Source: an optimization exercise on an open RTL-to-GDS flow (aim: small area and few clock cycles). Production flows keep margins and buffers that such runs may drop.
The RTL was checked by simulation tests, not by an equivalence proof against the original design.
The clock port is modelled as an ideal driver, which makes a skipped or thinned clock tree look cheaper than it is; a real chip needs a root buffer or a tree.
No activity file was given, so power comes from the tool's default toggle rates.

JK:
==> flow/design.v (excerpt) <==
module frame_codec (
    input  wire        clk,
    input  wire        rst,
    input  wire        mode_wr,
    input  wire        mode_wdata,
    output wire        mode,
    input  wire        tx_valid,
    output wire        tx_ready,
    input  wire [15:0] tx_type,
    input  wire [15:0] tx_len,
    input  wire        txd_valid,
    output wire        txd_ready,
    input  wire [7:0]  txd_data,
    output wire        enc_valid,
    input  wire        enc_ready,
    output wire [7:0]  enc_data,
    output wire        enc_last,
    input  wire        rx_valid,
    input  wire [7:0]  rx_data,
    input  wire        rx_last,
    output wire        rxd_valid,
    output wire [7:0]  rxd_data,
    output wire        dec_done,
    output wire [2:0]  dec_status,
    output wire [15:0] dec_type,
    output wire [15:0] dec_len
);
==> flow/config.mk <==
export PLATFORM = sky130hd
export DESIGN_NAME = frame_codec
export DESIGN_NICKNAME = frame_codec
export VERILOG_FILES = /design/flow/design.v
export SDC_FILE = /design/flow/constraint.sdc
export NUM_CORES = 4
export LEC_CHECK = 0
export CAP_MARGIN = 0
export CORE_MARGIN = 2
export CORE_UTILIZATION = 40
export PLACE_DENSITY = 0.6
export SLEW_MARGIN = 0
==> flow/constraint.sdc <==
create_clock -name core_clock -period 7.0 [get_ports {clk}]
set_input_delay 1.4000 -clock core_clock [delete_from_list [all_inputs] [get_ports {clk}]]
set_output_delay 1.4000 -clock core_clock [all_outputs]
set_load 0.01 [all_outputs]
standard.sh (not shown) runs the stock make flow with config.mk's settings and CLKGATE_MAP_FILE= SYNTH_SCRIPT=/design/flow/synth_recipe.tcl, a recipe that flattens the netlist after the stock synthesis.
==> flow/flow/run.sh <==
#!/bin/bash
# Layout flow: the standard flow (standard.sh) with
#  - synthesis mapped by several area-oriented ABC scripts, keeping the
#    smallest netlist (flow/my_synth.tcl, flow/s*.script),
#  - port buffers of the smallest buffer cell, repair aiming at the
#    library limits themselves (CAP_MARGIN, SLEW_MARGIN 0 in config.mk),
#  - a clock tree made by hand (flow/manual_cts.tcl, sourced before ORFS's
#    CTS step, replaces clock_tree_synthesis): 6 clkbuf_16 leaf buffers,
#    each for a sixth of the registers, fed by one clkbuf_8.
# Each tool's output goes to a log file in this folder (ORFS's own logs
# stay under orfs/logs).
set -e
W=$(pwd)
sed "s#SYNTH_SCRIPT=[^ ]*#SYNTH_SCRIPT=$W/flow/my_synth.tcl#" standard.sh > my_standard.sh
export MY_ABC_SCRIPTS="$(ls $W/flow/s*.script | tr '\n' ' ')"
export BUFFER_PORTS_ARGS="-buffer_cell sky130_fd_sc_hd__buf_1"
export PRE_CTS_TCL=$W/flow/manual_cts.tcl
export CTS_GROUPS=6
export CTS_CELL=sky130_fd_sc_hd__clkbuf_16
export CTS_ROOT=sky130_fd_sc_hd__clkbuf_8
bash my_standard.sh > standard.log 2>&1
==> flow/flow/s16.script <==
strash
&get -n
&st
&deepsyn -T 10
&put
dc2
&get -n
&st
&dch
&nf -a -p
&put
strash
dc2
&get -n
&st
&dch
&nf -a -p
&put
topo
dnsize
Other scripts of this flow, unchanged in this note and not shown: flow/flow/manual_cts.tcl, flow/flow/my_synth.tcl, flow/flow/s01.script, flow/flow/s02.script, flow/flow/s03.script, flow/flow/s04.script, flow/flow/s05.script, flow/flow/s06.script, flow/flow/s07.script, flow/flow/s08.script, flow/flow/s09.script, flow/flow/s10.script, flow/flow/s11.script, flow/flow/s12.script, flow/flow/s13.script, flow/flow/s14.script, flow/flow/s15.script
Testbench counts of JK, summed over its fixed seeds: cycles 22,351.
Changes in MS relative to JK:
==> flow/flow/s17.script (new file) <==
strash
dc2
&get -n
&st
&dch
&nf -a -p -R 50
&put
topo
dnsize
==> flow/flow/s18.script (new file) <==
strash
dc2
&get -n
&st
&dch
&nf -a -p
&put
strash
dc2
&get -n
&st
&dch
&nf -a -p
&put
strash
dc2
&get -n
&st
&dch
&nf -a -p
&put
strash
dc2
&get -n
&st
&dch
&nf -a -p
&put
topo
dnsize
diff --git a/flow/config.mk b/flow/config.mk
--- a/flow/config.mk
+++ b/flow/config.mk
@@ -10,0 +11 @@
+export GPL_TIMING_DRIVEN = 0
[summary]
MS vs. JK: xor/xnor cell area share of the yosys netlist has increased, global-route usage has decreased. On power after layout: MS sits above JK. In the final design statistics, MS uses more standard cells in total than JK. Diff MS and JK: critical path depth lower in JK. Looking at via count across both flows, MS is the weaker of the two, with JK ahead. Of MS and JK, the higher multi-input logic cell count belongs to MS. MS vs. JK: power dissipated by switching net loads now larger; number of cells on the worst reg-to-reg path saw an increase.
Here is what was changed in the inputs of AL compared with MS.
diff --git a/flow/config.mk b/flow/config.mk
--- a/flow/config.mk
+++ b/flow/config.mk
@@ -10,3 +10,2 @@
-export CORE_UTILIZATION = 40
-export GPL_TIMING_DRIVEN = 0
-export PLACE_DENSITY = 0.6
+export CORE_UTILIZATION = 55
+export PLACE_DENSITY = 0.75
Notes after the runs:
Number of instances in the placed design (AL / MS): 0.932. Against MS, power per cell area in AL rose slightly. Re utilization after layout: MS and AL aren't equal, and the higher value belongs to AL.
diff inputs: AL => TR
diff --git a/flow/flow/run.sh b/flow/flow/run.sh
--- a/flow/flow/run.sh
+++ b/flow/flow/run.sh
@@ -5,2 +5 @@
-#  - port buffers of the smallest buffer cell, repair aiming at the
-#    library limits themselves (CAP_MARGIN, SLEW_MARGIN 0 in config.mk),
+#  - port buffers of the smallest buffer cell,
diff --git a/flow/config.mk b/flow/config.mk
--- a/flow/config.mk
+++ b/flow/config.mk
@@ -8 +8 @@
-export CAP_MARGIN = 0
+export CAP_MARGIN = 20
@@ -10,3 +10,3 @@
-export CORE_UTILIZATION = 55
-export PLACE_DENSITY = 0.75
-export SLEW_MARGIN = 0
+export CORE_UTILIZATION = 40
+export PLACE_DENSITY = 0.6
+export SLEW_MARGIN = 20
removed: flow/flow/s16.script
removed: flow/flow/s17.script
removed: flow/flow/s18.script
Notes after the runs:
There was hardly any difference in final worst hold slack between TR and AL.
Average via count per standard cell (TR vs. AL) decreases by a little under 10%
Worst setup path startpoint: u_enc.state[0] -> TR, u_enc.state[3] -> AL
Going from AL to TR, the clock power was found to have gone up by about 3%.
Delta(share of the cycle needed by the critical path after routing, TR - AL) > 0
AL was smaller in final cell area than TR.
In every run of this note, the design's own scripts or RTL, not TritonCTS, make the clock network.

-- separate check: timing with driven ports --
The results above use ideal ports. As a check the final layouts listed here were re-extracted and re-timed, cells and wires unchanged.
Step 1 sets driving cells, clkbuf_16 on the clock port and buf_2 on the other inputs (assumed; they add their load-dependent delay and slew).
Step 2, shift: input delay + t, output delay - t, t = (earliest + latest rising clock arrival at the registers) / 2. This alone moves slack from input paths to output paths.
Slacks: ideal / step 1 / step 2; pairs: ideal / step 1.
run	shift t [ns]	slack for setup (ns)	hold slack, ns	slew at the worst register clock pin (ns)
JK	0.445	0.525 / 0.489 / 0.933	0.483 / 0.483 / 0.483	0.10 / 0.10
MS	0.449	0.506 / 0.468 / 0.854	0.490 / 0.490 / 0.490	0.11 / 0.11
AL	0.432	0.709 / 0.673 / 1.106	0.509 / 0.509 / 0.509	0.10 / 0.10
TR	0.450	0.653 / 0.617 / 1.067	0.508 / 0.508 / 0.508	0.10 / 0.10
After both steps every run listed still meets setup and hold.
